From an optimization exercise on the open Yosys and OpenROAD flow, aimed at small area; shortcuts taken in it are not production practice. The RTL was checked by simulation tests, not by an equivalence proof against the original design. Power figures rest on the tool's default switching activity, not on a simulated workload.

File: run.sh
#!/bin/bash
# synth_recipe.tcl (not shown) runs the flow's synth.tcl, then flattens the netlist and writes it again
# the make line also repeats each setting of config.mk as NAME=value (left out here)
make -C /OpenROAD-flow-scripts/flow DESIGN_CONFIG=/design/flow/config.mk WORK_HOME=/design/flow/orfs CLKGATE_MAP_FILE= SYNTH_SCRIPT=/design/flow/synth_recipe.tcl finish
File: config.mk
export PLATFORM = sky130hd
export DESIGN_NAME = sdh_top
export DESIGN_NICKNAME = sdh_top
export VERILOG_FILES = /design/flow/design.v
export SDC_FILE = /design/flow/constraint.sdc
export NUM_CORES = 4
export LEC_CHECK = 0
export ABC_AREA = 1
export CAP_MARGIN = 20
export CORE_MARGIN = 2
export CORE_UTILIZATION = 40
export SLEW_MARGIN = 20
File: constraint.sdc
create_clock -name core_clock -period 10.0 [get_ports {clk}]
set_input_delay 2.0000 -clock core_clock [delete_from_list [all_inputs] [get_ports {clk}]]
set_output_delay 2.0000 -clock core_clock [all_outputs]
set_load 0.01 [all_outputs]
File: design.v
module sdh_top #(
    parameter integer F_CLK = 50000000
) (
    input  wire        clk,
    input  wire        rst,
    input  wire        req_valid,
    output wire        req_ready,
    input  wire [3:0]  req_op,
    input  wire [31:0] req_arg,
    input  wire [5:0]  req_cmd,
    input  wire        req_keep,
    output reg         rsp_valid,
    output reg  [3:0]  rsp_status,
    output wire [7:0]  rsp_data,
    output wire [5:0]  rsp_cmd,
    output reg  [2:0]  rsp_shape,
    output wire [7:0]  rsp_token,
    output reg  [31:0] rsp_ext,
    output reg  [3:0]  rsp_npoll,
    output reg         rsp_busy,
    output reg         rsp_vdd_valid,
    output reg  [5:0]  rsp_vdd_low,
    output reg  [5:0]  rsp_vdd_high,
    output reg  [1:0]  rsp_va,
    output reg         sh_link,
    output reg         sh_en,
    output reg         sh_ai,
    output reg  [15:0] sh_addr,
    output reg  [2:0]  sh_cs,
    output reg         sh_fdiv_valid,
    output reg  [7:0]  sh_fdiv,
    output wire        tx_valid,
    output reg  [7:0]  tx_data,
    input  wire        tx_ready,
    input  wire        rx_valid,
    input  wire [7:0]  rx_data,
    output wire        rx_ready
);
    localparam [2:0] IW = 3'd4;
    localparam [26:0] N2M1 = 2 * F_CLK - 1;
    localparam OP_INIT = 4'd0, OP_CLOSE = 4'd1, OP_ENABLE = 4'd2, OP_DISABLE = 4'd3,
               OP_SETADDR = 4'd4, OP_SETAI = 4'd5, OP_RDCFG = 4'd6, OP_SPEED = 4'd7,
               OP_SELECT = 4'd8, OP_XCHG = 4'd9, OP_SDCMD = 4'd10, OP_SDACMD = 4'd11;
    localparam ST_OK = 4'd0, ST_RANGE = 4'd1, ST_VALUE = 4'd2, ST_STATE = 4'd3,
               ST_PROTO = 4'd4, ST_NOTOKEN = 4'd5, ST_R1ERR = 4'd6, ST_EXTERR = 4'd7,
               ST_BADOP = 4'd8;
    localparam SH_R1 = 3'd0, SH_R1B = 3'd1, SH_R2 = 3'd2, SH_R3 = 3'd3, SH_R7 = 3'd4;
    localparam K_FLUSH = 3'd0, K_CFGWR = 3'd1, K_CFGRD = 3'd2, K_SETADDR = 3'd3,
               K_WRHDR = 3'd4, K_WRDATA = 3'd5, K_RDHDR = 3'd6, K_RDDATA = 3'd7;
    localparam M_IDLE = 3'd0, M_CHECK = 3'd1, M_INIT = 3'd2, M_SINGLE = 3'd3,
               M_BRIDGE = 3'd4, M_DIV = 3'd5, M_SDEND = 3'd6;
    localparam P_SEL = 3'd0, P_FRAME = 3'd1, P_POLL = 3'd2, P_EXT = 3'd3,
               P_FLUSH = 3'd4, P_DESEL = 3'd5;
    reg [2:0]  st;
    reg [3:0]  r_op;
    reg [5:0]  r_cmd;
    reg        r_keep;
    reg        first;        
    reg [2:0]  ss;           
    reg [2:0]  sdp;          
    reg [2:0]  cnt;          
    reg        xph;          
    reg [2:0]  idx;          
    reg        mism;
    reg [6:0]  crc;
    reg [6:0]  tok;
    reg [25:0] dv;           
    reg [8:0]  dq;           
    reg [3:0]  dk;           
    reg [4:0]  bk;           
    reg        pd, dc, sg, fi;
    assign req_ready = (st == M_IDLE);
    assign rsp_token = {1'b0, tok};
    assign rsp_data  = rsp_ext[7:0];
    wire is_sd = (r_op == OP_SDCMD) || (r_op == OP_SDACMD);
    reg       cmd_def;
    reg [2:0] cmd_shape;
    always @(*) begin
        cmd_def   = 1'b1;
        cmd_shape = SH_R1;
        if (r_op == OP_SDACMD) begin
            case (r_cmd)
                6'd22, 6'd23, 6'd41, 6'd42, 6'd51: cmd_shape = SH_R1;
                6'd13:   cmd_shape = SH_R2;
                default: cmd_def = 1'b0;
            endcase
        end else begin
            case (r_cmd)
                6'd0, 6'd1, 6'd6, 6'd9, 6'd10, 6'd16, 6'd17, 6'd18, 6'd24, 6'd25, 6'd27,
                6'd30, 6'd32, 6'd33, 6'd42, 6'd55, 6'd56, 6'd59: cmd_shape = SH_R1;
                6'd12, 6'd28, 6'd29, 6'd38: cmd_shape = SH_R1B;
                6'd13:   cmd_shape = SH_R2;
                6'd58:   cmd_shape = SH_R3;
                6'd8:    cmd_shape = SH_R7;
                default: cmd_def = 1'b0;
            endcase
        end
    end
    assign rsp_cmd = first ? 6'd55 : r_cmd;
    always @(*) rsp_shape = cmd_shape;
    wire [2:0] shape_eff = first ? SH_R1 : cmd_shape;
    wire       ext_none  = (shape_eff == SH_R1);
    wire       ext_four  = (shape_eff == SH_R3) || (shape_eff == SH_R7);
    wire       keep_eff  = r_keep & ~first;
    wire sel_comp = is_sd ? (sdp == P_SEL || sdp == P_DESEL) : (r_op == OP_SELECT);
    wire is_speed = !is_sd && (r_op == OP_SPEED);
    wire [2:0] ss_end = (sel_comp || is_speed) ? 3'd3 : 3'd5;
    wire [1:0] alo = sel_comp ? 2'd2 : is_speed ? 2'd1 : 2'd3;
    wire [7:0] frame_byte = (cnt == 3'd0) ? {2'b01, rsp_cmd} :
                            (cnt == 3'd5) ? {crc, 1'b1} :
                            first ? 8'h00 : rsp_ext[31:24];
    reg [2:0]  kind;
    reg [1:0]  cfg;
    reg [15:0] addr;
    reg [7:0]  wbyte;
    always @(*) begin
        kind = K_RDDATA;
        cfg  = 2'b01;
        addr = {14'h2980, alo};    
        case (st)
            M_INIT: begin
                case (ss[1:0])
                    2'd0: kind = K_FLUSH;
                    2'd1: kind = K_CFGWR;
                    2'd2: kind = K_SETADDR;
                    default: begin kind = K_CFGWR; cfg = 2'b00; end
                endcase
                addr = 16'h0000;
            end
            M_SINGLE: begin
                case (r_op)
                    OP_ENABLE:  begin kind = K_CFGWR; cfg = {sh_ai, 1'b1}; end
                    OP_DISABLE: begin kind = K_CFGWR; cfg = {sh_ai, 1'b0}; end
                    OP_SETAI:   begin kind = K_CFGWR; cfg = {rsp_ext[0], 1'b1}; end
                    OP_SETADDR: kind = K_SETADDR;
                    default:    kind = K_CFGRD;
                endcase
                addr = rsp_ext[15:0];
            end
            default: begin
                case (ss)
                    3'd0: kind = K_CFGWR;
                    3'd1: kind = K_SETADDR;
                    3'd2: kind = K_WRHDR;
                    3'd3: kind = K_WRDATA;
                    3'd4: kind = K_RDHDR;
                    default: kind = K_RDDATA;
                endcase
            end
        endcase
        if (sel_comp)
            wbyte = is_sd ? ((sdp == P_DESEL) ? 8'hFF : 8'hFB)
                          : {5'b11111, rsp_ext[1:0] != 2'd2, rsp_ext[1:0] != 2'd1, rsp_ext[1:0] != 2'd0};
        else
            wbyte = is_sd ? ((sdp == P_FRAME) ? frame_byte : 8'hFF) : rsp_ext[7:0];
    end
    always @(*) begin
        case (kind)
            K_FLUSH:   tx_data = 8'h55;
            K_CFGWR:   tx_data = (idx[1:0] == 2'd0) ? 8'h04 : {6'd0, cfg};
            K_CFGRD:   tx_data = 8'h02;
            K_SETADDR: tx_data = (idx[1:0] == 2'd0) ? 8'h10 : (idx[1:0] == 2'd1) ? addr[15:8] : addr[7:0];
            K_WRHDR:   tx_data = (idx[1:0] == 2'd0) ? 8'h30 : 8'h00;
            K_RDHDR:   tx_data = (idx[1:0] == 2'd0) ? 8'h20 : 8'h00;
            default:   tx_data = wbyte;
        endcase
    end
    reg [1:0] tx_last, rx_last;
    always @(*) begin
        case (kind)
            K_CFGWR, K_WRHDR, K_RDHDR: tx_last = 2'd1;
            K_SETADDR:                 tx_last = 2'd2;
            default:                   tx_last = 2'd0;
        endcase
        case (kind)
            K_CFGRD:   rx_last = 2'd1;
            K_SETADDR: rx_last = 2'd2;
            default:   rx_last = 2'd0;
        endcase
    end
    wire active = (st == M_INIT) || (st == M_SINGLE) || (st == M_BRIDGE);
    wire no_tx  = (kind == K_RDDATA);
    assign tx_valid = active && !xph && !idx[2] && !no_tx;
    assign rx_ready = active && xph;
    wire [7:0] fix    = (idx[1:0] != 2'd0 || kind == K_WRDATA) ? 8'h00 :
                        (kind == K_FLUSH) ? 8'hFF : 8'h01;
    wire       capb   = (kind == K_RDDATA) || (kind == K_CFGRD && idx == 2'd1);
    wire       rx_go  = rx_ready && rx_valid;
    wire       bad    = !capb && (rx_data != (tx_data ^ fix));
    wire       xdone  = rx_go && (idx[1:0] == rx_last);
    wire       xerr   = mism || bad;
    wire        dbig   = (rsp_ext[31:25] != 7'd0);
    wire        dsmall = (rsp_ext[24:17] == 8'd0);
    localparam [25:0] DR0 = N2M1 >> 10;
    wire        dlast = (bk == 5'd25);
    wire        dfst  = (bk == 5'd0);
    wire        da    = dfst ? N2M1[dk] : fi ? DR0[bk - 5'd1] : pd;
    wire        dbb   = rsp_ext[0] ^ ~sg;         
    wire        dcin  = dfst ? ~sg : dc;
    wire        dsum  = da ^ dbb ^ dcin;
    wire        dco   = (da & dbb) | (da & dcin) | (dbb & dcin);
    wire        dqb   = ~dsum;                    
    wire [9:0]  dQ    = {dq, dqb};
    reg  [7:0]  ddec;
    reg         dbw;
    integer     di;
    always @(*) begin
        dbw = ~dQ[0];
        for (di = 0; di < 8; di = di + 1) begin
            ddec[di] = dQ[di + 1] ^ dbw;
            dbw = dbw & ~dQ[di + 1];
        end
    end
    wire        dsat  = dQ[9] | (dQ[8:0] == 9'h1FF);
    wire [7:0]  fdiv  = dsat ? 8'd255 : ddec;
    wire r7 = rx_data[7];
    always @(posedge clk) begin
        rsp_valid <= 1'b0;
        if (active) begin
            if (!xph) begin
                if (idx[2]) begin
                    idx <= inc3(idx);
                end else if (no_tx) begin
                    xph <= 1'b1;
                end else if (tx_ready) begin
                    if (idx[1:0] == tx_last) begin
                        xph <= 1'b1;
                        idx <= 3'd0;
                    end else
                        idx <= inc3(idx);
                end
            end else if (rx_valid) begin
                if (bad) mism <= 1'b1;
                idx <= inc3(idx);
                if (capb && (!is_sd || (sdp == P_EXT) || (sdp == P_FRAME && cnt != 3'd0 && cnt != 3'd5 && !first)))
                    rsp_ext <= {rsp_ext[23:0], (is_sd && sdp == P_FRAME) ? 8'h00 : rx_data};
                if (xdone) begin
                    xph  <= 1'b0;
                    idx  <= IW;
                    mism <= 1'b0;
                end
            end
            if (tx_valid && tx_ready && is_sd && sdp == P_FRAME && kind == K_WRDATA && cnt != 3'd5)
                crc <= crc7_byte((cnt == 3'd0) ? 7'd0 : crc, tx_data);
        end
        dv <= {dsum, dv[25:1]};
        pd <= dv[0];
        dc <= dco;
        if (st != M_DIV) begin
            bk <= 5'd0;
            dk <= 4'd9;
            sg <= 1'b0;
            fi <= 1'b1;
        end else begin
            bk <= inc5(bk);
            if (dlast) begin
                bk <= 5'd0;
                dk <= dk - 4'd1;
                sg <= dsum;
                fi <= 1'b0;
                dq <= dQ[8:0];
            end
        end
        if (xdone && !xerr) begin
            case (kind)
                K_CFGWR: begin
                    sh_en <= cfg[0];
                    sh_ai <= cfg[1];
                end
                K_SETADDR: sh_addr <= addr;
                K_WRDATA, K_RDDATA: if (sh_ai) sh_addr[2:0] <= inc3(sh_addr[2:0]);
                default: ;
            endcase
        end
        case (st)
            M_IDLE: begin
                if (req_valid) begin
                    r_op    <= req_op;
                    r_cmd   <= req_cmd;
                    r_keep  <= req_keep;
                    rsp_ext <= req_arg;
                    st      <= M_CHECK;
                end
            end
            M_CHECK: begin
                rsp_status <= ST_OK;
                ss    <= 3'd0;
                sdp   <= P_SEL;
                cnt   <= 3'd0;
                xph   <= 1'b0;
                idx   <= IW;
                mism  <= 1'b0;
                first <= (r_op == OP_SDACMD);
                rsp_npoll <= 4'd0;
                if (r_op[3:2] == 2'b11) begin
                    rsp_status <= ST_BADOP;
                    rsp_valid  <= 1'b1;
                    st         <= M_IDLE;
                end else if (r_op == OP_CLOSE) begin
                    sh_link       <= 1'b0;
                    sh_en         <= 1'b0;
                    sh_ai         <= 1'b0;
                    sh_addr       <= 16'h0000;
                    sh_cs         <= 3'd4;
                    sh_fdiv_valid <= 1'b0;
                    rsp_valid     <= 1'b1;
                    st            <= M_IDLE;
                end else if (r_op == OP_SPEED && rsp_ext == 32'd0) begin
                    rsp_status <= ST_RANGE;
                    rsp_valid  <= 1'b1;
                    st         <= M_IDLE;
                end else if (is_sd && !cmd_def) begin
                    rsp_status <= ST_VALUE;
                    rsp_valid  <= 1'b1;
                    st         <= M_IDLE;
                end else if ((r_op == OP_INIT) ? sh_link :
                             (!sh_link || ((r_op == OP_ENABLE) ? sh_en : (r_op != OP_RDCFG && !sh_en)))) begin
                    rsp_status <= ST_STATE;
                    rsp_valid  <= 1'b1;
                    st         <= M_IDLE;
                end else if (r_op == OP_INIT) begin
                    st <= M_INIT;
                end else if (r_op == OP_ENABLE || r_op == OP_DISABLE || r_op == OP_SETADDR ||
                             r_op == OP_SETAI || r_op == OP_RDCFG) begin
                    st <= M_SINGLE;
                end else begin
                    st <= M_BRIDGE;
                    if (r_op != OP_SELECT && !is_sd) ss <= 3'd1;
                end
            end
            M_INIT: begin
                if (xdone) begin
                    if (xerr || ss == 3'd3) begin
                        sh_link       <= !xerr;
                        sh_en         <= 1'b0;
                        sh_ai         <= 1'b0;
                        sh_addr       <= 16'h0000;
                        sh_cs         <= 3'd4;
                        sh_fdiv_valid <= 1'b0;
                        rsp_status    <= xerr ? ST_PROTO : ST_OK;
                        rsp_valid     <= 1'b1;
                        st            <= M_IDLE;
                    end else
                        ss <= inc3(ss);
                end
            end
            M_SINGLE: begin
                if (xdone) begin
                    rsp_status <= xerr ? ST_PROTO : ST_OK;
                    rsp_valid  <= 1'b1;
                    st         <= M_IDLE;
                end
            end
            M_DIV: begin
                rsp_ext[25:0] <= {rsp_ext[0], rsp_ext[25:1]};
                if (dlast && dk == 4'd0) begin
                    rsp_ext[7:0] <= fdiv;
                    st <= M_BRIDGE;
                end
            end
            M_SDEND: begin
                if (first && rsp_status == ST_OK) begin
                    first     <= 1'b0;
                    rsp_npoll <= 4'd0;
                    sdp       <= P_SEL;
                    ss        <= 3'd0;
                    st        <= M_BRIDGE;
                end else begin
                    rsp_valid <= 1'b1;
                    st        <= M_IDLE;
                end
            end
            M_BRIDGE: begin
                if (xdone) begin
                    if (!xerr && ss != ss_end) begin
                        ss <= inc3(ss);
                        if (is_speed && ss == 3'd2) begin
                            st <= M_DIV;
                            if (dbig || dsmall) begin
                                rsp_ext[7:0] <= dbig ? 8'd0 : 8'd255;
                                st <= M_BRIDGE;
                            end
                        end
                    end else if (!is_sd) begin
                        rsp_status <= xerr ? ST_PROTO : ST_OK;
                        rsp_valid  <= 1'b1;
                        st         <= M_IDLE;
                        if (!xerr) begin
                            if (r_op == OP_SELECT) sh_cs <= {1'b0, rsp_ext[1:0]};
                            if (is_speed) begin
                                sh_fdiv_valid <= 1'b1;
                                sh_fdiv       <= rsp_ext[7:0];
                            end
                        end
                    end else begin
                        ss  <= 3'd1;
                        cnt <= 3'd0;
                        case (sdp)
                            P_SEL: begin
                                if (xerr) begin
                                    rsp_status <= ST_PROTO;
                                    sdp <= P_FLUSH;
                                end else begin
                                    sh_cs <= 3'd2;
                                    sdp   <= P_FRAME;
                                end
                            end
                            P_FRAME: begin
                                if (xerr) begin
                                    rsp_status <= ST_PROTO;
                                    sdp <= P_FLUSH;
                                end else if (cnt == 3'd5)
                                    sdp <= P_POLL;
                                else
                                    cnt <= inc3(cnt);
                            end
                            P_POLL: begin
                                if (xerr) begin
                                    rsp_status <= ST_PROTO;
                                    sdp <= P_FLUSH;
                                end else begin
                                    rsp_npoll <= inc4(rsp_npoll);
                                    if (!r7) begin
                                        tok <= rx_data[6:0];
                                        if (rx_data[6:1] != 6'd0) begin
                                            rsp_status <= ST_R1ERR;
                                            sdp <= P_FLUSH;
                                        end else
                                            sdp <= ext_none ? P_FLUSH : P_EXT;
                                    end else if (rsp_npoll == 4'd7) begin
                                        rsp_status <= ST_NOTOKEN;
                                        sdp <= P_FLUSH;
                                    end
                                end
                            end
                            P_EXT: begin
                                if (xerr) begin
                                    rsp_status <= ST_PROTO;
                                    sdp <= P_FLUSH;
                                end else if (cnt == (ext_four ? 3'd3 : 3'd0)) begin
                                    if (shape_eff == SH_R2 && rx_data[7:1] != 7'd0)
                                        rsp_status <= ST_EXTERR;
                                    sdp <= P_FLUSH;
                                end else
                                    cnt <= inc3(cnt);
                            end
                            P_FLUSH: begin
                                if (xerr) begin
                                    if (rsp_status == ST_OK) rsp_status <= ST_PROTO;
                                    sdp <= P_DESEL;
                                    ss  <= 3'd0;
                                end else if (cnt == 3'd1) begin
                                    if (rsp_status != ST_OK || !keep_eff) begin
                                        sdp <= P_DESEL;
                                        ss  <= 3'd0;
                                    end else
                                        st <= M_SDEND;
                                end else
                                    cnt <= inc3(cnt);
                            end
                            default: begin  
                                if (xerr) begin
                                    if (rsp_status == ST_OK) rsp_status <= ST_PROTO;
                                end else
                                    sh_cs <= 3'd3;
                                st <= M_SDEND;
                            end
                        endcase
                    end
                end
            end
            default: st <= M_IDLE;
        endcase
        if (rst) begin
            st            <= M_IDLE;
            rsp_valid     <= 1'b0;
            sh_link       <= 1'b0;
            sh_en         <= 1'b0;
            sh_ai         <= 1'b0;
            sh_addr       <= 16'h0000;
            sh_cs         <= 3'd4;
            sh_fdiv_valid <= 1'b0;
        end
    end
    function [15:0] inc16(input [15:0] a);
        integer i;
        reg c;
        begin
            c = 1'b1;
            for (i = 0; i < 16; i = i + 1) begin
                inc16[i] = a[i] ^ c;
                c = c & a[i];
            end
        end
    endfunction
    function [8:0] inc9(input [8:0] a);
        integer i;
        reg c;
        begin
            c = 1'b1;
            for (i = 0; i < 9; i = i + 1) begin
                inc9[i] = a[i] ^ c;
                c = c & a[i];
            end
        end
    endfunction
    function [4:0] inc5(input [4:0] a);
        integer i;
        reg c;
        begin
            c = 1'b1;
            for (i = 0; i < 5; i = i + 1) begin
                inc5[i] = a[i] ^ c;
                c = c & a[i];
            end
        end
    endfunction
    function [3:0] inc4(input [3:0] a);
        inc4 = {a[3] ^ (a[2] & a[1] & a[0]), a[2] ^ (a[1] & a[0]), a[1] ^ a[0], ~a[0]};
    endfunction
    function [2:0] inc3(input [2:0] a);
        inc3 = {a[2] ^ (a[1] & a[0]), a[1] ^ a[0], ~a[0]};
    endfunction
    function [6:0] crc7_byte(input [6:0] c, input [7:0] d);
        integer i;
        reg fb;
        begin
            crc7_byte = c;
            for (i = 7; i >= 0; i = i - 1) begin
                fb = crc7_byte[6] ^ d[i];
                crc7_byte = {crc7_byte[5:0], 1'b0} ^ (fb ? 7'h09 : 7'h00);
            end
        end
    endfunction
    wire [8:0] vdd_map = rsp_ext[23:15];
    integer j;
    reg [3:0] lo, hi;
    always @(*) begin
        lo = 4'd0;
        hi = 4'd0;
        for (j = 8; j >= 0; j = j - 1)
            if (vdd_map[j]) lo = j[3:0];
        for (j = 0; j <= 8; j = j + 1)
            if (vdd_map[j]) hi = j[3:0];
        rsp_busy      = 1'b0;
        rsp_vdd_valid = 1'b0;
        rsp_vdd_low   = 6'd0;
        rsp_vdd_high  = 6'd0;
        rsp_va        = 2'd0;
        case (rsp_shape)
            SH_R1B: rsp_busy = (rsp_ext[7:0] == 8'h00);
            SH_R3: begin
                rsp_busy = ~rsp_ext[31];
                if (vdd_map != 9'd0) begin
                    rsp_vdd_valid = 1'b1;
                    rsp_vdd_low   = 6'd27 + {2'b00, lo};
                    rsp_vdd_high  = 6'd28 + {2'b00, hi};
                end
            end
            SH_R7: begin
                if (rsp_ext[11:8] == 4'b0001)
                    rsp_va = 2'd1;
                else if (rsp_ext[11:8] == 4'b0010)
                    rsp_va = 2'd2;
            end
            default: ;
        endcase
    end
endmodule
==> run notes, run 1 <==
----------------------------------------------------
[STA]
  Period utilisation layout ... 0.5707
  Slew Viols, Final ... 0
  Setup repair after global routing missed its margin ... false
  Aggregate negative setup slack ... 0 ps
  Max Clock Freq ... about 180 MHz
  Relative slew slack ... 0.2796
  Post-layout min period ... 5707 ps
  Hold Vio Cnt, Final ... 0
  Final count of negative-setup-slack endpoints ... 0
  Clk_skew ... ~11 ps
  Least-Margin Pin Slew ... approximately 1100 ps

[Final layout]
  Proportion of layout cells with a drive suffix above 1 ... 0.06335
  Net count reported at finish ... ~1600
  Commonest cells after routing, fill and taps aside ... sky130_fd_sc_hd__nand2_1 (283), sky130_fd_sc_hd__inv_1 (195), sky130_fd_sc_hd__clkdlybuf4s50_1 (178), sky130_fd_sc_hd__nor2_1 (163), sky130_fd_sc_hd__dfxtp_1 (107)
  Final core utilization ... 0.5179
  Most common library cell in the layout ignoring fill and taps ... sky130_fd_sc_hd__nand2_1
  Total inserted antenna cells ... 0
  Synthesis-to-layout area growth ... 26.33%
  Post-route cell area ... 12670 µm²

[Yosys]
  Ranking of synthesized cells by area ... sky130_fd_sc_hd__dfxtp_1 (21%), sky130_fd_sc_hd__edfxtp_1 (18%), sky130_fd_sc_hd__nand2_1 (11%)
  Leading register cell type out of synthesis ... sky130_fd_sc_hd__dfxtp_1
  Async set or reset register ratio after synthesis ... 0
  Yosys warnings ... 1
  Post-synth design cell area ... between 10000 and 15000 µm²
  Register area share after synthesis ... 0.3933
  Share of the synthesized area in the top cell type ... 0.2136
  Largest area contributor in the synthesized netlist ... sky130_fd_sc_hd__dfxtp_1
  Count of mapped cells out of synthesis ... 1374
  Number of flip-flops and latches in the synthesized netlist ... 167
  Synthesized area per cell ... between 7 and 8 µm²
  Number of library cell types mapped by synthesis ... 56
  Number of synthesized flops with an enable pin ... 60

[Global route]
  Maximum number of pins on one net before global-route repair ... 58
  Initial antenna violation count ... 0
  Wire length of the first global-routing pass ... 54030 µm
  Grt ovf ... 0
  Number of global-route vias before repair ... between 9000 and 10000
  Tot GR Track Use ... 0.2669

[Detailed routing]
  Total vias in the final route ... 10110
  Remaining design rule violation count ... 0
  DRT antenna net count ... 0
  1st-pass router iterations ... 6
  Post-detailed-route wirelength per cell ... ~19 µm
  Via density per instance ... 5.404
  Total wirelength of the detailed-routed design ... between 30000 and 40000 µm
  Initial drt markers ... 911

[Power and ir drop]
  Net switching fraction of the power ... 0.4918
  Share of total power in sequential cells ... 0.273
  Int Power ... 2.185 mW
  Switching power of the nets ... 2.114 mW
  Worst voltage drop across the vdd grid ... about 0.15 mV
  Cell Pwr Density ... 339.3 nW/µm²
  Pleak ... between 5 and 6 nW
  Combinational fraction of design power ... 0.566
  Power share of the clock group ... 0.161

[Floorplan]
  Die area ... 26350 µm²
  Floorplan row count ... 57
  Floorplan core area ... 24460 µm²
  Starting utilization of the core area ... 0.4100
  IO Count ... 180
  Die span in y ... 162.3 µm
  Width of the die ... 162.3 µm

[Clock network]
  TritonCTS sink count ... 167
  Root Driver ... sky130_fd_sc_hd__clkbuf_16
  Clk buf depth ... 2
  Setup Fix Bufs, Post-CTS ... 0
  Later-pin clock latency in the skew report ... ~440 ps
  Count of cells resized by post-cts repair ... 0
  Number of hold-repair buffers added at the cts stage ... 0
  Number of buffers created by CTS ... 17
  Maximum level of the CTS H-tree ... 4
  Clock-pin slew on the worst setup and hold paths ... 80 ps
  TritonCTS clock tree ... yes

[Worst setup path]
  Arrival time reported for the critical path endpoint ... 3710 ps
  Max FO, Critical Path ... 16
  Reg2reg setup slack ... approximately 5000 ps
  Critical path start-end classification ... flop to output port
  Critical Path RT ... 8000 ps
  Type of element capturing the critical path ... output port
  Element type at the critical path start ... flop

[Placement]
  Total cell area at the placement stage ... 12050 µm²
  Placer's final routability congestion estimate ... approximately 0.97
  Number of I/O port buffers ... about 180
  Half-perimeter wire length after placement ... 27360 µm

[Run]
  Max-capacitance violation count ... 0

[Hold path]
  Worst min path class ... flop to flop

[Run status]
  Outcome ... finished clean

----------------------------------------------------
==> final cells by class <==
class	instances	area, µm²
clock buffer	18	439.2
clock inverter	14	180.2
fill	2403	11790
inverter	212	799.5
multi-input combinational	950	5059
sequential	167	3944
tap	324	405.4
timing repair buffer	186	1842
==> per-layer routing <==
metal  vias up  global-route usage  part of all wire
li1       4913                   -                 -
met1      4724              0.3674              0.45
met2       424              0.4226              0.45
met3        49             0.05704             0.081
met4         0             0.07924             0.022
met5         -                   0                 0
==> sequential cells by signal (all words and copies together), names as in the netlist, 6 cells and up, named ones only <==
signal / count
sh_addr: 16
dv: 26
dq: 9
tok: 7
crc: 7
rsp_ext: 32
sh_fdiv: 8
r_cmd: 6
==> cell usage after synthesis (3+ instances only) <==
cell / number
sky130_fd_sc_hd__nand4_1: 28
sky130_fd_sc_hd__buf_2: 8
sky130_fd_sc_hd__o21ai_0: 104
sky130_fd_sc_hd__nor4_1: 10
sky130_fd_sc_hd__buf_4: 11
sky130_fd_sc_hd__o21ai_1: 4
sky130_fd_sc_hd__nand2_2: 12
sky130_fd_sc_hd__a22oi_1: 4
sky130_fd_sc_hd__o31ai_1: 3
sky130_fd_sc_hd__o22ai_1: 13
sky130_fd_sc_hd__o211ai_1: 13
sky130_fd_sc_hd__a31oi_1: 9
sky130_fd_sc_hd__nand3_1: 79
sky130_fd_sc_hd__dfxtp_1: 107
sky130_fd_sc_hd__nand2_1: 283
sky130_fd_sc_hd__o2111ai_1: 11
sky130_fd_sc_hd__nor3_1: 23
sky130_fd_sc_hd__clkbuf_1: 22
sky130_fd_sc_hd__nor2_2: 9
sky130_fd_sc_hd__xor2_1: 18
sky130_fd_sc_hd__nor2_4: 4
sky130_fd_sc_hd__o221ai_1: 26
sky130_fd_sc_hd__inv_2: 11
sky130_fd_sc_hd__xnor2_1: 9
sky130_fd_sc_hd__a21oi_1: 52
sky130_fd_sc_hd__inv_1: 195
sky130_fd_sc_hd__nand3_2: 7
sky130_fd_sc_hd__o311ai_0: 6
sky130_fd_sc_hd__nand2_4: 4
sky130_fd_sc_hd__edfxtp_1: 60
sky130_fd_sc_hd__ha_1: 31
sky130_fd_sc_hd__nor2_1: 163
sky130_fd_sc_hd__clkinv_1: 4
==> power by group through the flow <==
stage	Clock (mW)	Sequential (mW)	Combinational, mW
after floorplan	0	1.13	1.56
after global placement	0	1.18	2.38
after detailed placement	0	1.18	2.39
after CTS	0.702	1.17	2.41
after global routing	0.729	1.19	2.67
final	0.694	1.17	2.43
==> final timing paths <==
check	start	end	depth (start not counted)
setup / recovery	r_op[2]	tx_data[0]	14
hold reg to reg	dv[17]	dv[16]	0
setup reg to reg	st[1]	sh_fdiv[0]	20
hold / removal	dv[17]	dv[16]	0
==> cells by family (layout without fill, tap and decap cells) <==
kind of cell,count (synthesis),after routing,synth area share
flops,167,167,0.3933
other cells,1,1,0.0003739
mux,2,2,0.001996
fa+ha+maj,32,32,0.04067
compound gates,260,260,0.1583
buf+inv,257,430,0.1041
simple gates,628,628,0.2777
xor+xnor,27,27,0.02358
==> through the flow <==
stage	hold WS, ps	setup slack, ps	power [mW]	cells
2_1_floorplan	309.6	5835	2.686	1374
6_report	328.8	4293	4.298	1871
4_1_cts	332.1	4340	4.276	1871
5_1_grt	335.8	3962	4.596	1871
3_3_place_gp	311.3	4811	3.566	1839
3_5_place_dp	313.2	4744	3.570	1839
==> worst max-delay path: stages (launching register included) <==
cell and delay (ps):
sky130_fd_sc_hd__edfxtp_1 440, sky130_fd_sc_hd__inv_1 100, sky130_fd_sc_hd__nand3_1 540, sky130_fd_sc_hd__inv_1 530
sky130_fd_sc_hd__nand3_1 120, sky130_fd_sc_hd__nand2_1 230, sky130_fd_sc_hd__nand2_1 120, sky130_fd_sc_hd__nand3_1 100
sky130_fd_sc_hd__nand2_1 60, sky130_fd_sc_hd__nor2_1 80, sky130_fd_sc_hd__nand2_1 70, sky130_fd_sc_hd__nand3_2 80
sky130_fd_sc_hd__nand2_1 120, sky130_fd_sc_hd__inv_1 120, sky130_fd_sc_hd__clkdlybuf4s50_1 540
==> inputs of run 2 (changes only) <==
==> flow/run.sh (new file) <==
#!/bin/bash
# The standard layout, with the smallest buffer on every input and output port
# instead of the one buffer_ports picks by default.
set -euo pipefail
export BUFFER_PORTS_ARGS="-buffer_cell sky130_fd_sc_hd__buf_1"
bash standard.sh > standard_flow.log 2>&1
==> standard.sh (new file) <==
#!/bin/bash
# synth_recipe.tcl (not shown) runs the flow's synth.tcl, then flattens the netlist and writes it again
# the make line also repeats each setting of config.mk as NAME=value (left out here)
make -C /OpenROAD-flow-scripts/flow DESIGN_CONFIG=/design/flow/config.mk WORK_HOME=/design/flow/orfs CLKGATE_MAP_FILE= SYNTH_SCRIPT=/design/flow/synth_recipe.tcl "${@:-finish}"
removed: run.sh
==> run notes, run 2 <==
----------------------------------------------------
[Floorplan]
  Die area ... 26350 µm² (unchanged)
  Floorplan row count ... 57 (unchanged)
  Die span in y ... 162.3 µm (unchanged)
  Floorplan core area ... 24460 µm² (unchanged)
  Width of the die ... 162.3 µm (unchanged)
  IO Count ... 180 (unchanged)
  Starting utilization of the core area ... 0.4100 (unchanged)

[Worst setup path]
  Element type at the critical path start ... flop
  Critical path start-end classification ... flop to output port
  Arrival time reported for the critical path endpoint ... 3400 ps (-310 ps)
  Max FO, Critical Path ... 16 (unchanged)
  Buffers plus inverters on the worst setup path ... 4 (unchanged)
  CP top delay family ... simple AND/OR/NAND/NOR gates
  Max stage delay cell, worst path ... sky130_fd_sc_hd__nand3_1
  Library cell appearing most often on the critical path ... sky130_fd_sc_hd__nand2_1
  Cell-by-cell listing of the critical path ... inv_1 -> nand3_1 -> inv_1 -> nand3_1 -> nand2_1 -> nand2_1 -> nand3_1 -> nand2_1 -> nor2_1 -> nand2_1 -> nand3_2 -> nand2_1 -> inv_1 -> buf_1
  Type of element capturing the critical path ... output port
  Critical Path RT ... 8000 ps (about the same)
  Largest stage delay on the critical path ... 550 ps (about the same)

[STA]
  Period utilisation layout ... 0.5395 (-0.03121)
  Post-layout min period ... 5395 ps (-312.1 ps)
  Relative slew slack ... 0.3184 (+0.03879)
  Setup repair after global routing missed its margin ... false
  Least-Margin Pin Slew ... 1014 ps (-57.71 ps)
  Max Clock Freq ... 185.3 MHz (+5.8%)
  Hold Vio Cnt, Final ... 0 (unchanged)
  Final count of negative-setup-slack endpoints ... 0 (unchanged)
  Slew Viols, Final ... 0 (unchanged)
  Clk_skew ... 13.99 ps (+3.350 ps)
  Tightest hold margin ... 328.5 ps (-0.2640 ps)
  Aggregate negative setup slack ... 0 ps (unchanged)
  Worst path setup slack after routing ... 4605 ps (+312.1 ps)

[Final layout]
  Register bank with the most flops ... rsp_ext
  Sequential standard cell area ... 3944 µm² (unchanged)
  Post-route cell area ... 11560 µm² (-8.8%)
  Synthesis-to-layout area growth ... 15.25%
  Total inserted antenna cells ... 0 (unchanged)
  Number of standard cells in the layout, taps in and fillers out ... 1870 (-0.053%)
  Proportion of layout cells with a drive suffix above 1 ... 0.06274 (-0.0006059)
  Commonest cells after routing, fill and taps aside ... sky130_fd_sc_hd__nand2_1 (283), sky130_fd_sc_hd__inv_1 (195), sky130_fd_sc_hd__buf_1 (178), sky130_fd_sc_hd__nor2_1 (163), sky130_fd_sc_hd__dfxtp_1 (107)
  Final core utilization ... 0.4725 (-0.04542)
  Regs by FF count ... rsp_ext (32), dv (26), sh_addr (16)
  Most common library cell in the layout ignoring fill and taps ... sky130_fd_sc_hd__nand2_1
  Layout filler cell count ... 2529 (+5.2%)
  Multi-input combinational cell area ... 5059 µm² (unchanged)
  Number of flip-flops under the largest register name ... 32 (unchanged)
  Net count reported at finish ... 1622 (unchanged)

[Clock network]
  Maximum level of the CTS H-tree ... 4 (unchanged)
  Number of hold-repair buffers added at the cts stage ... 0 (unchanged)
  Count of cells resized by post-cts repair ... 0 (unchanged)
  Setup Fix Bufs, Post-CTS ... 0 (unchanged)
  Clock-pin slew on the worst setup and hold paths ... 70 ps (about the same)
  TritonCTS sink count ... 167 (unchanged)
  TritonCTS clock tree ... yes
  Later-pin clock latency in the skew report ... 440 ps (about the same)
  Clk buf depth ... 2 (unchanged)
  Number of buffers created by CTS ... 17 (unchanged)
  Root Driver ... sky130_fd_sc_hd__clkbuf_16

[Run]
  Max-capacitance violation count ... 0 (unchanged)

[Yosys]
  Mux contribution to synthesized area ... 0.001996 (unchanged)
  Basic-gate share of the synthesized area counting and, or, nand and nor cells ... 0.2777 (unchanged)
  Synth Area in Adders ... 0.04067 (unchanged)
  Synth top cells by count ... sky130_fd_sc_hd__nand2_1 (283), sky130_fd_sc_hd__inv_1 (195), sky130_fd_sc_hd__nor2_1 (163)
  Async set or reset register ratio after synthesis ... 0 (unchanged)
  Largest area contributor in the synthesized netlist ... sky130_fd_sc_hd__dfxtp_1
  Leading register cell type out of synthesis ... sky130_fd_sc_hd__dfxtp_1
  Share of the synthesized area in the top cell type ... 0.2136 (unchanged)
  Post-synth design cell area ... 10030 µm² (unchanged)
  Synthesized area per cell ... 7.299 µm² (unchanged)
  Dominant combinational cell family by area after synthesis ... simple AND/OR/NAND/NOR gates
  Register area share after synthesis ... 0.3933 (unchanged)
  Number of library cell types mapped by synthesis ... 56 (unchanged)
  Count of mapped cells out of synthesis ... 1374 (unchanged)
  Area fraction in compound gates after synthesis ... 0.1583 (unchanged)
  Number of flip-flops and latches in the synthesized netlist ... 167 (unchanged)
  Ranking of synthesized cells by area ... sky130_fd_sc_hd__dfxtp_1 (21%), sky130_fd_sc_hd__edfxtp_1 (18%), sky130_fd_sc_hd__nand2_1 (11%)
  Yosys warnings ... 1 (unchanged)
  Leading cell type by number of instances after synthesis ... sky130_fd_sc_hd__nand2_1
  Post-Synth XOR/XNOR Area ... 0.02358 (unchanged)
  Number of synthesized flops with an enable pin ... 60 (unchanged)

[Placement]
  Placed Instances ... 1839 (unchanged)
  Number of I/O port buffers ... 178 (unchanged)
  Placer's final routability congestion estimate ... 1.004 (+3.7%)
  Half-perimeter wire length after placement ... 27510 µm (+0.54%)
  Post-placement setup slack ... 5134 ps (+390.4 ps)
  Total cell area at the placement stage ... 10940 µm² (-9.2%)

[Global route]
  Wire length of the first global-routing pass ... 53960 µm (-0.13%)
  Initial antenna violation count ... 0 (unchanged)
  Number of global-route vias before repair ... 9486 (-0.87%)
  Grt ovf ... 0 (unchanged)
  Tot GR Track Use ... 0.2663 (-0.0006466)
  Maximum number of pins on one net before global-route repair ... 58 (unchanged)

[Detailed routing]
  Total vias in the final route ... 10170 (+0.58%)
  Post-detailed-route wirelength per cell ... 18.71 µm (-0.29%)
  Via density per instance ... 5.438 (+0.64%)
  Initial drt markers ... 979 (+7.5%)
  1st-pass router iterations ... 6 (unchanged)
  Total wirelength of the detailed-routed design ... 34990 µm (-0.35%)
  Remaining design rule violation count ... 0 (unchanged)
  DRT antenna net count ... 0 (unchanged)

[Run status]
  Outcome ... finished clean

[Power and ir drop]
  Pleak ... 4.835 nW (-8.5%)
  Worst voltage drop across the vdd grid ... 0.1274 mV (-17%)
  Cell Pwr Density ... 354.7 nW/µm² (+4.5%)
  Post-layout power ... 4.099 mW (-4.6%)

[Hold path]
  Worst min path class ... flop to flop

----------------------------------------------------
==> run 2: power breakdown <==
part	internal, mW	leakage [nW]	switching [mW]
Sequential	0.966	1.44	0.202
Clock	0.390	0.309	0.303
Combinational	0.641	3.09	1.60
==> run 2: worst register-to-register path, cell delays in order (launching register included) <==
cell                       delay [ps]
sky130_fd_sc_hd__edfxtp_1         440
sky130_fd_sc_hd__inv_1            100
sky130_fd_sc_hd__nand3_1          550
sky130_fd_sc_hd__inv_1            560
sky130_fd_sc_hd__nand3_1          140
sky130_fd_sc_hd__nand2_1          260
sky130_fd_sc_hd__inv_1            130
sky130_fd_sc_hd__nor2_1           190
sky130_fd_sc_hd__nand2_1           90
sky130_fd_sc_hd__nand2_1          150
sky130_fd_sc_hd__nand3_1           90
sky130_fd_sc_hd__nand2_1           60
sky130_fd_sc_hd__nand2_1           50
sky130_fd_sc_hd__nor2_1           130
sky130_fd_sc_hd__nand3_1          120
sky130_fd_sc_hd__nand2_2          130
sky130_fd_sc_hd__nand2_4          150
sky130_fd_sc_hd__nor2_4           360
sky130_fd_sc_hd__inv_2            100
sky130_fd_sc_hd__nor4_2           770
==> run 2: cell type report <==
class                           count  area share
Timing Repair Buffer              186     0.06301
Tap cell                          324     0.03508
Sequential cell                   167      0.3412
Multi-Input combinational cell    950      0.4377
Inverter                          212     0.06918
Clock buffer                       22     0.04612
Clock inverter                      9    0.007687
==> run 2: final timing paths <==
check | cells after the start | slack [ps] | end | from
setup / recovery | 14 | 4600 | tx_data[0] | r_op[2]
hold / removal | 0 | 330 | dv[13] | dv[14]
setup reg to reg | 19 | 5070 | sh_fdiv[7] | r_op[2]
hold reg to reg | 0 | 330 | dv[13] | dv[14]
==> run 2: kinds of logic after synthesis <==
| group | after synthesis |
|---|---|
| and+or+nand+nor | 628 |
| AOI/OAI and AO/OA | 260 |
| buffers and inverters | 257 |
| DFF | 167 |
| adders and majority gates | 32 |
| xor gates and xnor gates | 27 |
| muxes | 2 |
| other | 1 |
==> run 2: metal layers <==
layer	vias to the layer above	wire length (µm)	global-route usage
li1	4909	-	-
met1	4678	15710	0.3734
met2	513	15180	0.4141
met3	69	3048	0.05297
met4	0	1052	0.08327
met5	-	0	0
==> inputs of run 3 (changes only) <==
==> flow/run.sh (replaced) <==
#!/bin/bash
# The standard layout, with the smallest buffer on every input and output port
# instead of the one buffer_ports picks by default, and a clock tree of small
# buffers under one strong root buffer, without dummy loads.
set -euo pipefail
export BUFFER_PORTS_ARGS="-buffer_cell sky130_fd_sc_hd__buf_1"
export CTS_ARGS="-sink_clustering_enable -dont_use_dummy_load -buf_list sky130_fd_sc_hd__clkbuf_8 -root_buf sky130_fd_sc_hd__clkbuf_16"
bash standard.sh > standard_flow.log 2>&1
==> run notes, run 3 <==
----------------------------------------------------
[Run status]
  Outcome ... finished clean

[Global route]
  Number of global-route vias before repair ... 9494 (+0.084%)
  Tot GR Track Use ... 0.2657 (-0.0005993)
  Grt ovf ... 0 (unchanged)
  Maximum number of pins on one net before global-route repair ... 58 (unchanged)
  Initial antenna violation count ... 0 (unchanged)
  Wire length of the first global-routing pass ... 53810 µm (-0.28%)

[Final layout]
  Most common library cell in the layout ignoring fill and taps ... sky130_fd_sc_hd__nand2_1
  Net count reported at finish ... 1622 (unchanged)
  Regs by FF count ... rsp_ext (32), dv (26), sh_addr (16)
  Number of standard cells in the layout, taps in and fillers out ... 1856 (-0.75%)
  Total inserted antenna cells ... 0 (unchanged)
  Multi-input combinational cell area ... 5059 µm² (unchanged)
  Sequential standard cell area ... 3944 µm² (unchanged)
  Synthesis-to-layout area growth ... 11.49%
  Commonest cells after routing, fill and taps aside ... sky130_fd_sc_hd__nand2_1 (283), sky130_fd_sc_hd__inv_1 (195), sky130_fd_sc_hd__buf_1 (178), sky130_fd_sc_hd__nor2_1 (163), sky130_fd_sc_hd__dfxtp_1 (107)
  Register bank with the most flops ... rsp_ext
  Layout filler cell count ... 2566 (+1.5%)
  Number of flip-flops under the largest register name ... 32 (unchanged)
  Proportion of layout cells with a drive suffix above 1 ... 0.05418 (-0.008565)

[Worst setup path]
  Critical path startpoint ... r_op[2]
  Arrival time reported for the critical path endpoint ... 3310 ps (-90 ps)
  Startpoint of the worst register-to-register path ... r_op[2]
  Critical Path RT ... 8000 ps (about the same)
  Critical path start-end classification ... flop to output port
  RR Endpoint ... sh_fdiv[6]
  Max FO, Critical Path ... 16 (unchanged)
  Type of element capturing the critical path ... output port
  Element type at the critical path start ... flop
  Number of cells on the worst reg-to-reg path ... 19 (unchanged)
  Reg2reg setup slack ... 5080 ps (about the same)

[Placement]
  Half-perimeter wire length after placement ... 27510 µm (unchanged)
  Placer's final routability congestion estimate ... 1.004 (unchanged)
  Number of I/O port buffers ... 178 (unchanged)
  Placed Instances ... 1839 (unchanged)

[Yosys]
  Register area share after synthesis ... 0.3933 (unchanged)
  Synthesized area per cell ... 7.299 µm² (unchanged)
  Count of mapped cells out of synthesis ... 1374 (unchanged)
  Yosys warnings ... 1 (unchanged)
  Post-synth design cell area ... 10030 µm² (unchanged)
  Share of the synthesized area in the top cell type ... 0.2136 (unchanged)
  Synth top cells by count ... sky130_fd_sc_hd__nand2_1 (283), sky130_fd_sc_hd__inv_1 (195), sky130_fd_sc_hd__nor2_1 (163)
  Largest area contributor in the synthesized netlist ... sky130_fd_sc_hd__dfxtp_1
  Async set or reset register ratio after synthesis ... 0 (unchanged)
  Number of library cell types mapped by synthesis ... 56 (unchanged)
  Number of flip-flops and latches in the synthesized netlist ... 167 (unchanged)
  Leading cell type by number of instances after synthesis ... sky130_fd_sc_hd__nand2_1
  Leading register cell type out of synthesis ... sky130_fd_sc_hd__dfxtp_1
  Ranking of synthesized cells by area ... sky130_fd_sc_hd__dfxtp_1 (21%), sky130_fd_sc_hd__edfxtp_1 (18%), sky130_fd_sc_hd__nand2_1 (11%)
  Number of synthesized flops with an enable pin ... 60 (unchanged)

[Hold path]
  Launch instance of the worst min-delay path ... dv[20]
  Worst min path class ... flop to flop
  Cell depth of the worst hold path ... 0 (unchanged)
  Hold worst-path end ... dv[19]

[Floorplan]
  IO Count ... 180 (unchanged)
  Width of the die ... 162.3 µm (unchanged)
  Floorplan core area ... 24460 µm² (unchanged)
  Floorplan row count ... 57 (unchanged)
  Die area ... 26350 µm² (unchanged)
  Starting utilization of the core area ... 0.4100 (unchanged)
  Die span in y ... 162.3 µm (unchanged)

[STA]
  Clk_skew ... 41.61 ps (+27.63 ps)
  Max Clock Freq ... 188.3 MHz (+1.6%)
  Relative slew slack ... 0.3298 (+0.01144)
  Slew Viols, Final ... 0 (unchanged)
  Hold Vio Cnt, Final ... 0 (unchanged)
  Post-layout min period ... 5310 ps (-85.32 ps)
  Aggregate negative setup slack ... 0 ps (unchanged)
  Final count of negative-setup-slack endpoints ... 0 (unchanged)
  Setup repair after global routing missed its margin ... false
  Period utilisation layout ... 0.5310 (-0.008532)
  Least-Margin Pin Slew ... 996.9 ps (-17.03 ps)

[Clock network]
  Root Driver ... sky130_fd_sc_hd__clkbuf_16
  Number of hold-repair buffers added at the cts stage ... 0 (unchanged)
  Number of buffers created by CTS ... 17 (unchanged)
  Later-pin clock latency in the skew report ... 400 ps (-40 ps)
  Setup Fix Bufs, Post-CTS ... 0 (unchanged)
  Clock-pin slew on the worst setup and hold paths ... 90 ps (+20 ps)
  TritonCTS clock tree ... yes
  Clk buf depth ... 2 (unchanged)
  Maximum level of the CTS H-tree ... 4 (unchanged)
  Count of cells resized by post-cts repair ... 0 (unchanged)
  TritonCTS sink count ... 167 (unchanged)

[Power and ir drop]
  Worst voltage drop across the vdd grid ... 0.1135 mV (-11%)
  Pleak ... 4.653 nW (-3.8%)
  Cell Pwr Density ... 339.2 nW/µm² (-4.4%)
  Post-layout power ... 3.792 mW (-7.5%)

[Detailed routing]
  Initial drt markers ... 1008 (+3.0%)
  DRT antenna net count ... 0 (unchanged)
  1st-pass router iterations ... 6 (unchanged)
  Total wirelength of the detailed-routed design ... 34960 µm (about the same)
  Post-detailed-route wirelength per cell ... 18.84 µm (+0.67%)
  Via density per instance ... 5.473 (+0.64%)
  Total vias in the final route ... 10160 (-0.12%)
  Remaining design rule violation count ... 0 (unchanged)

[Run]
  Max-capacitance violation count ... 0 (unchanged)

----------------------------------------------------
==> run 3: through the flow <==
stage | hold WS [ps] | instance area, µm² | utilization | worst slack, ps
floorplan | 309.6 | 10030 | - | 5835
CTS | 331.0 | 11180 | 0.4571 | 4711
finish | 325.5 | 11180 | 0.4571 | 4690
global route | 324.0 | 11180 | 0.4571 | 4401
global placement | 312.0 | 10940 | 0.4470 | 5224
detailed placement | 313.2 | 10940 | 0.4470 | 5134
==> run 3: metal layers <==
metal  wire (µm)  vias up  GRT usage  part of all wire
met2       15130      467     0.4114              0.43
met5           0        -          0                 0
met3        3009       62    0.05984             0.086
li1            -     4892          -                 -
met4         972        0    0.08286             0.028
met1       15840     4736     0.3697              0.45
==> run 3: logic make-up after synthesis <==
family,share of synthesized area
AOI/OAI and AO/OA,0.1583
xor gates and xnor gates,0.02358
adders and majority gates,0.04067
buffers and inverters,0.1041
DFF,0.3933
muxes,0.001996
other,0.0003739
and+or+nand+nor,0.2777
==> run 3: worst max-delay path by stage <==
stage / to / slack [ps]
6_report: tx_data[0] / 4690
5_1_grt: tx_data[0] / 4400
4_1_cts: tx_data[0] / 4710
3_5_place_dp: tx_data[0] / 5130
3_3_place_gp: tx_data[0] / 5220
2_1_floorplan: sh_fdiv[0] / 5840
==> run 3: cell type report <==
cell class | instances | share of cell area
tap | 324 | 0.03626
timing repair buffer | 186 | 0.06513
clock buffer | 17 | 0.02193
sequential | 167 | 0.3527
multi-input combinational | 950 | 0.4524
inverter | 212 | 0.07151
==> run 3: critical path: stages (launching register included) <==
cell                       delay, ps
sky130_fd_sc_hd__edfxtp_1        450
sky130_fd_sc_hd__inv_1           100
sky130_fd_sc_hd__nand3_1         550
sky130_fd_sc_hd__inv_1           540
sky130_fd_sc_hd__nand3_1         130
sky130_fd_sc_hd__nand2_1         260
sky130_fd_sc_hd__nand2_1         110
sky130_fd_sc_hd__nand3_1          80
sky130_fd_sc_hd__nand2_1          50
sky130_fd_sc_hd__nor2_1           80
sky130_fd_sc_hd__nand2_1          70
sky130_fd_sc_hd__nand3_2          90
sky130_fd_sc_hd__nand2_1         120
sky130_fd_sc_hd__inv_1           120
sky130_fd_sc_hd__buf_1           160
==> run 3: power breakdown <==
| group | total, mW | switching (mW) | internal, mW |
|---|---|---|---|
| sequential | 1.17 | 0.202 | 0.966 |
| combinational | 2.24 | 1.60 | 0.641 |
| clock | 0.384 | 0.223 | 0.161 |
| total | 3.79 | 2.02 | 1.77 |
==> inputs of run 4 (changes only) <==
--- a/design.v
+++ b/design.v
@@ -65,7 +65,7 @@
     reg [6:0]  crc;
     reg [6:0]  tok;
     reg [25:0] dv;           
-    reg [8:0]  dq;           
+    reg [2:0]  dq;           
     reg [3:0]  dk;           
     reg [4:0]  bk;           
     reg        pd, dc, sg, fi;
@@ -200,7 +200,7 @@
     wire        dsum  = da ^ dbb ^ dcin;
     wire        dco   = (da & dbb) | (da & dcin) | (dbb & dcin);
     wire        dqb   = ~dsum;                    
-    wire [9:0]  dQ    = {dq, dqb};
+    wire [9:0]  dQ    = {rsp_ext[31:26], dq, dqb};
     reg  [7:0]  ddec;
     reg         dbw;
     integer     di;
@@ -258,7 +258,7 @@
                 dk <= dk - 4'd1;
                 sg <= dsum;
                 fi <= 1'b0;
-                dq <= dQ[8:0];
+                dq <= dQ[2:0];
             end
         end
         if (xdone && !xerr) begin
@@ -353,6 +353,8 @@
             end
             M_DIV: begin
                 rsp_ext[25:0] <= {rsp_ext[0], rsp_ext[25:1]};
+                if (dlast)
+                    rsp_ext[31:26] <= dQ[8:3];
                 if (dlast && dk == 4'd0) begin
                     rsp_ext[7:0] <= fdiv;
                     st <= M_BRIDGE;
--- a/flow/run.sh
+++ b/flow/run.sh
@@ -4,5 +4,6 @@
 # buffers under one strong root buffer, without dummy loads.
 set -euo pipefail
 export BUFFER_PORTS_ARGS="-buffer_cell sky130_fd_sc_hd__buf_1"
+export REMOVE_ABC_BUFFERS=1
 export CTS_ARGS="-sink_clustering_enable -dont_use_dummy_load -buf_list sky130_fd_sc_hd__clkbuf_8 -root_buf sky130_fd_sc_hd__clkbuf_16"
 bash standard.sh > standard_flow.log 2>&1
==> run notes, run 4 <==
----------------------------------------------------
[Run status]
  Outcome ... finished clean

[Placement]
  Placer's final routability congestion estimate ... 0.9829 (-2.1%)
  Half-perimeter wire length after placement ... 27400 µm (-0.40%)
  Number of I/O port buffers ... 178 (unchanged)

[Power and ir drop]
  Worst voltage drop across the vdd grid ... 0.1916 mV (+69%)
  Combinational fraction of design power ... 0.608 (+0.017)
  Int Power ... 1.825 mW (+3.2%)
  Pleak ... 4.640 nW (-0.28%)
  Cell Pwr Density ... 363.8 nW/µm² (+7.3%)
  Switching power of the nets ... 2.158 mW (+6.6%)
  Net switching fraction of the power ... 0.5418 (+0.008078)
  Power share of the clock group ... 0.096 (-0.005)
  Share of total power in sequential cells ... 0.296 (-0.012)
  Post-layout power ... 3.983 mW (+5.0%)

[Clock network]
  Number of hold-repair buffers added at the cts stage ... 0 (unchanged)
  Number of buffers created by CTS ... 17 (unchanged)
  TritonCTS sink count ... 161 (-3.6%)
  Clk buf depth ... 2 (unchanged)
  Maximum level of the CTS H-tree ... 4 (unchanged)
  TritonCTS clock tree ... yes
  Count of cells resized by post-cts repair ... 0 (unchanged)
  Later-pin clock latency in the skew report ... 410 ps (about the same)
  Root Driver ... sky130_fd_sc_hd__clkbuf_16
  Setup Fix Bufs, Post-CTS ... 0 (unchanged)
  Clock-pin slew on the worst setup and hold paths ... 110 ps (+20 ps)

[STA]
  Setup repair after global routing missed its margin ... false
  Tightest hold margin ... 284.5 ps (-40.97 ps)
  Slew Viols, Final ... 0 (unchanged)
  Aggregate negative setup slack ... 0 ps (unchanged)
  Final count of negative-setup-slack endpoints ... 0 (unchanged)
  Least-Margin Pin Slew ... 783.9 ps (-213.0 ps)
  Period utilisation layout ... 0.4864 (-0.04456)
  Max Clock Freq ... 205.6 MHz (+9.2%)
  Clk_skew ... 38.00 ps (-3.618 ps)
  Hold Vio Cnt, Final ... 0 (unchanged)
  Post-layout min period ... 4864 ps (-445.6 ps)
  Relative slew slack ... 0.4754 (+0.1456)

[Yosys]
  Leading register cell type out of synthesis ... sky130_fd_sc_hd__dfxtp_1
  Ranking of synthesized cells by area ... sky130_fd_sc_hd__dfxtp_1 (22%), sky130_fd_sc_hd__edfxtp_1 (16%), sky130_fd_sc_hd__nand2_1 (11%)
  Number of flip-flops and latches in the synthesized netlist ... 161 (-3.6%)
  Number of synthesized flops with an enable pin ... 54 (-10%)
  Number of library cell types mapped by synthesis ... 55 (-1.8%)
  Count of mapped cells out of synthesis ... 1378 (+0.29%)
  Leading cell type by number of instances after synthesis ... sky130_fd_sc_hd__nand2_1
  Synthesized area per cell ... 7.141 µm² (-2.2%)
  Yosys warnings ... 1 (unchanged)
  Synth top cells by count ... sky130_fd_sc_hd__nand2_1 (292), sky130_fd_sc_hd__inv_1 (187), sky130_fd_sc_hd__nor2_1 (155)
  Async set or reset register ratio after synthesis ... 0 (unchanged)
  Largest area contributor in the synthesized netlist ... sky130_fd_sc_hd__dfxtp_1
  Share of the synthesized area in the top cell type ... 0.2177 (+0.004074)
  Register area share after synthesis ... 0.3825 (-0.01081)
  Post-synth design cell area ... 9841 µm² (-1.9%)

[Worst setup path]
  Buffers plus inverters on the worst setup path ... 3 (-1)
  Max FO, Critical Path ... 12 (-4)
  Critical path start-end classification ... flop to output port
  Max stage delay cell, worst path ... sky130_fd_sc_hd__dfxtp_1
  Library cell appearing most often on the critical path ... sky130_fd_sc_hd__nand2_1
  Type of element capturing the critical path ... output port
  CP top delay family ... simple AND/OR/NAND/NOR gates
  Critical Path RT ... 8000 ps (about the same)
  RR Endpoint ... sh_addr[14]
  Number of cells on the critical path ... 13 (-1)
  Number of cells on the worst reg-to-reg path ... 25 (+6)
  Critical path startpoint ... st[1]
  End point of the critical path ... tx_data[2]
  Element type at the critical path start ... flop
  Arrival time reported for the critical path endpoint ... 2860 ps (-450 ps)
  Reg2reg setup slack ... 5350 ps (+270 ps)
  Largest stage delay on the critical path ... 600 ps (+50 ps)
  Startpoint of the worst register-to-register path ... ss[0]
  Cell-by-cell listing of the critical path ... nand2_1 -> nor2_2 -> nand2_1 -> nand2_1 -> nand2_4 -> inv_2 -> nand2_1 -> nor2_2 -> nand2_1 -> nand3_1 -> nand2_1 -> inv_1 -> buf_1

[Final layout]
  Layout filler cell count ... 2616 (+1.9%)
  Register bank with the most flops ... rsp_ext
  Net count reported at finish ... 1624 (+0.12%)
  Commonest cells after routing, fill and taps aside ... sky130_fd_sc_hd__nand2_1 (292), sky130_fd_sc_hd__inv_1 (187), sky130_fd_sc_hd__buf_1 (178), sky130_fd_sc_hd__nor2_1 (155)
  Regs by FF count ... rsp_ext (32), dv (26), sh_addr (16)
  Proportion of layout cells with a drive suffix above 1 ... 0.05215 (-0.002026)
  Synthesis-to-layout area growth ... 11.27%
  Final core utilization ... 0.4515 (-0.005513)
  Multi-input combinational cell area ... 5050 µm² (-0.17%)
  Number of flip-flops under the largest register name ... 32 (unchanged)
  Most common library cell in the layout ignoring fill and taps ... sky130_fd_sc_hd__nand2_1
  Total inserted antenna cells ... 0 (unchanged)
  Sequential standard cell area ... 3764 µm² (-4.6%)

[Hold path]
  Cell depth of the worst hold path ... 0 (unchanged)
  Worst min path class ... flop to flop

[Detailed routing]
  Total vias in the final route ... 10210 (+0.55%)
  Initial drt markers ... 1056 (+4.8%)
  Remaining design rule violation count ... 0 (unchanged)
  Post-detailed-route wirelength per cell ... 18.82 µm (about the same)
  Total wirelength of the detailed-routed design ... 34980 µm (about the same)
  DRT antenna net count ... 0 (unchanged)
  Via density per instance ... 5.497 (+0.44%)
  1st-pass router iterations ... 6 (unchanged)

[Floorplan]
  Starting utilization of the core area ... 0.4058 (-0.004123)
  Floorplan row count ... 57 (unchanged)
  Floorplan core area ... 24250 µm² (-0.87%)
  Die area ... 25870 µm² (-1.8%)
  IO Count ... 180 (unchanged)
  Width of the die ... 160.9 µm (-0.91%)
  Die span in y ... 160.9 µm (-0.91%)

[Global route]
  Number of global-route vias before repair ... 9143 (-3.7%)
  Maximum number of pins on one net before global-route repair ... 44 (-24%)
  Grt ovf ... 0 (unchanged)
  Initial antenna violation count ... 0 (unchanged)
  Tot GR Track Use ... 0.2636 (-0.002066)
  Wire length of the first global-routing pass ... 52340 µm (-2.7%)

[Run]
  Max-capacitance violation count ... 0 (unchanged)

----------------------------------------------------
==> run 4: cell type report <==
class / instances / share of cell area
multi-input combinational: 967 / 0.4612
timing repair buffer: 184 / 0.06514
inverter: 205 / 0.07051
sequential: 161 / 0.3437
tap: 324 / 0.03702
clock buffer: 17 / 0.02240
==> run 4: stage by stage <==
| step | setup slack, ps | area, µm² | instances |
|---|---|---|---|
| after floorplan | 6006 | 9585 | 1333 |
| after global placement | 5311 | 10700 | 1841 |
| after detailed placement | 5215 | 10700 | 1841 |
| after CTS | 5187 | 10950 | 1858 |
| after global routing | 4904 | 10950 | 1858 |
| final | 5136 | 10950 | 1858 |
==> run 4: how the worst min path moves through the flow <==
stage | startpoint | endpoint
2_1_floorplan | dv[1] | dv[0]
5_1_grt | dv[11] | dv[10]
4_1_cts | dv[11] | dv[10]
6_report | dv[11] | dv[10]
3_3_place_gp | dv[2] | dv[1]
3_5_place_dp | dv[10] | dv[9]
==> run 4: kinds of logic after synthesis <==
family                     synth area share
and+or+nand+nor                      0.2788
buffers and inverters                0.1044
other                             0.0003811
DFF                                  0.3825
muxes                              0.001017
AOI/OAI and AO/OA                    0.1683
adders and majority gates           0.04145
xor gates and xnor gates            0.02314
==> run 4: metal layers <==
metal  vias up  part of all wire  global-route usage
li1       4898                 -                   -
met1      4730              0.44              0.3711
met2       508              0.44              0.4015
met3        77             0.084             0.04985
met4         0             0.034             0.09984
met5         -                 0                   0
==> run 4: power groups by stage <==
stage | registers, mW | clock network [mW] | logic (mW)
5_1_grt | 1.20 | 0.412 | 2.67
6_report | 1.18 | 0.382 | 2.42
2_1_floorplan | 1.14 | 0 | 1.61
3_3_place_gp | 1.18 | 0 | 2.35
4_1_cts | 1.17 | 0.389 | 2.38
3_5_place_dp | 1.19 | 0 | 2.38
==> run 4: worst reg2reg max path, stage by stage, from the launching register on <==
cell and delay (ps):
sky130_fd_sc_hd__edfxtp_1 460, sky130_fd_sc_hd__ha_1 280, sky130_fd_sc_hd__ha_1 220, sky130_fd_sc_hd__inv_1 90, sky130_fd_sc_hd__nand2_1 60, sky130_fd_sc_hd__nor2_1 150
sky130_fd_sc_hd__nand2_1 110, sky130_fd_sc_hd__nand2_2 190, sky130_fd_sc_hd__inv_2 140, sky130_fd_sc_hd__nand2_1 110, sky130_fd_sc_hd__nand2_1 140, sky130_fd_sc_hd__or2_1 260
sky130_fd_sc_hd__nand2_1 70, sky130_fd_sc_hd__inv_1 50, sky130_fd_sc_hd__nand3_1 70, sky130_fd_sc_hd__nand2_1 60, sky130_fd_sc_hd__nor2_1 90, sky130_fd_sc_hd__nand3_1 140
sky130_fd_sc_hd__nand2_2 140, sky130_fd_sc_hd__nand2_2 240, sky130_fd_sc_hd__nor2_1 560, sky130_fd_sc_hd__nand2_1 400, sky130_fd_sc_hd__inv_2 280, sky130_fd_sc_hd__o21ai_0 120
sky130_fd_sc_hd__o21ai_0 90, sky130_fd_sc_hd__nor2_1 50
==> inputs of run 5 (changes only) <==
--- a/flow/run.sh
+++ b/flow/run.sh
@@ -5,5 +5,6 @@
 set -euo pipefail
 export BUFFER_PORTS_ARGS="-buffer_cell sky130_fd_sc_hd__buf_1"
 export REMOVE_ABC_BUFFERS=1
+export RECOVER_POWER=100
 export CTS_ARGS="-sink_clustering_enable -dont_use_dummy_load -buf_list sky130_fd_sc_hd__clkbuf_8 -root_buf sky130_fd_sc_hd__clkbuf_16"
 bash standard.sh > standard_flow.log 2>&1
==> run notes, run 5 <==
----------------------------------------------------
[Yosys]
  Leading cell type by number of instances after synthesis ... sky130_fd_sc_hd__nand2_1
  Post-synth design cell area ... 9841 µm² (unchanged)
  Largest area contributor in the synthesized netlist ... sky130_fd_sc_hd__dfxtp_1
  Synth top cells by count ... sky130_fd_sc_hd__nand2_1 (292), sky130_fd_sc_hd__inv_1 (187), sky130_fd_sc_hd__nor2_1 (155)

[Global route]
  Initial antenna violation count ... 0 (unchanged)
  Grt ovf ... 0 (unchanged)

[Floorplan]
  Floorplan row count ... 57 (unchanged)
  Starting utilization of the core area ... 0.4058 (unchanged)
  Die span in y ... 160.9 µm (unchanged)
  Width of the die ... 160.9 µm (unchanged)
  Die area ... 25870 µm² (unchanged)

[Worst setup path]
  Cell-by-cell listing of the critical path ... inv_1 -> nor2_1 -> inv_1 -> nor2_1 -> clkbuf_1 -> inv_1 -> nand2_1 -> nand2_1 -> inv_1 -> nand2_1 -> a31oi_1 -> and2_0 -> clkbuf_1 -> inv_1 -> o31ai_1 -> o21ai_0 -> nand3_1
  Max stage delay cell, worst path ... sky130_fd_sc_hd__clkbuf_1
  Number of cells on the worst reg-to-reg path ... 17 (-32%)
  RR Endpoint ... rsp_ext[7]
  Critical path startpoint ... st[2]
  Max FO, Critical Path ... 35 (+23)
  Element type at the critical path start ... flop
  Critical Path RT ... 10320 ps (+2320 ps)

[Run status]
  Outcome ... complete, but fails checks
  Layout Check Fail Reasons ... capacitance limit, slew limit

[Run]
  Max-capacitance violation count ... 1 (+1)

[Clock network]
  Clk buf depth ... 2 (unchanged)
  Count of cells resized by post-cts repair ... 0 (unchanged)
  Clock-pin slew on the worst setup and hold paths ... 110 ps (about the same)
  Root Driver ... sky130_fd_sc_hd__clkbuf_16
  Setup Fix Bufs, Post-CTS ... 0 (unchanged)
  TritonCTS sink count ... 161 (unchanged)
  Later-pin clock latency in the skew report ... 400 ps (about the same)

[Final layout]
  Total inserted antenna cells ... 0 (unchanged)
  Layout filler cell count ... 2632 (+0.61%)
  Regs by FF count ... rsp_ext (32), dv (26), sh_addr (16)
  Synthesis-to-layout area growth ... 10.59%
  Proportion of layout cells with a drive suffix above 1 ... 0.03455 (-0.01760)
  Commonest cells after routing, fill and taps aside ... sky130_fd_sc_hd__nand2_1 (299), sky130_fd_sc_hd__inv_1 (196), sky130_fd_sc_hd__buf_1 (177), sky130_fd_sc_hd__nor2_1 (158), sky130_fd_sc_hd__o21ai_0 (108)

[Detailed routing]
  Remaining design rule violation count ... 0 (unchanged)
  Via density per instance ... 5.484 (-0.23%)
  Post-detailed-route wirelength per cell ... 18.89 µm (+0.35%)

[Hold path]
  Worst min path class ... flop to flop

[Power and ir drop]
  Post-layout power ... 3.949 mW (-0.86%)
  Pleak ... 4.621 nW (-0.42%)
  Cell Pwr Density ... 362.8 nW/µm² (-0.26%)

[STA]
  Slew Viols, Final ... 44 (+44)
  Hold Vio Cnt, Final ... 0 (unchanged)
  Period utilisation layout ... 0.6155 (+0.1291)
  Least-Margin Pin Slew ... 2215 ps (+1431 ps)
  Setup repair after global routing missed its margin ... false

[Placement]
  Total cell area at the placement stage ... 10700 µm² (unchanged)
  Number of I/O port buffers ... 178 (unchanged)

----------------------------------------------------
run 5: final cells by class:
cell class	count	area (µm²)	share of cell area
repair buffers	184	694.4	0.06381
clock buffers	17	245.2	0.02253
well taps	324	405.4	0.03725
flip-flops and latches	161	3764	0.3458
multi-input cells	967	5002	0.4596
inverters	205	772.0	0.07094
run 5: how the worst min path moves through the flow:
stage / to / slack, ps / depth (start not counted)
6_report: dv[10] / 280 / 0
4_1_cts: dv[10] / 280 / 0
2_1_floorplan: dv[0] / 310 / 0
5_1_grt: dv[10] / 280 / 0
3_3_place_gp: dv[1] / 310 / 0
3_5_place_dp: dv[9] / 310 / 0
run 5: logic make-up (layout without fill, tap and decap cells):
group                      after synthesis  in the layout  synth area share
muxes                                    1              1          0.001017
DFF                                    161            161            0.3825
and+or+nand+nor                        625            625            0.2788
adders and majority gates               32             32           0.04145
other                                    1              1         0.0003811
buffers and inverters                  250            406            0.1044
AOI/OAI and AO/OA                      282            282            0.1683
xor gates and xnor gates                26             26           0.02314
run 5: report_power, final:
group	total [mW]	leakage [nW]	internal (mW)	switching, mW
sequential	1.18	1.39	0.954	0.225
clock	0.382	0.127	0.161	0.221
combinational	2.39	3.11	0.695	1.69
run 5: per-stage QoR:
stage,hold slack (ps),utilization,instances,worst slack (ps)
2_1_floorplan,309.6,-,1333,6006
3_3_place_gp,310.0,0.4414,1841,5311
3_5_place_dp,312.1,0.4414,1841,5215
4_1_cts,282.8,0.4515,1858,5187
5_1_grt,278.8,0.4488,1858,3469
6_report,284.4,0.4488,1858,3845
run 5: layer usage:
| layer | routed length, µm | GRT usage |
|---|---|---|
| met5 | 0 | 0 |
| met4 | 1292 | 0.09984 |
| met3 | 2952 | 0.04985 |
| met2 | 15270 | 0.4015 |
| met1 | 15580 | 0.3711 |
run 5: worst max-delay path: cells and delay by family (launching register included):
| kind | cells | cell delay [ps] |
|---|---|---|
| AOI/OAI and AO/OA | 3 | 1000 |
| buffers and inverters | 7 | 3510 |
| DFF | 1 | 430 |
| and+or+nand+nor | 7 | 1110 |

Setup slack of run 5, layout unchanged: 3.845 ns with ideal ports, 3.845 ns with driving cells assumed (clock clkbuf_16, inputs buf_2), 3.845 ns with port delays also shifted by the 0.431 ns mid clock arrival.
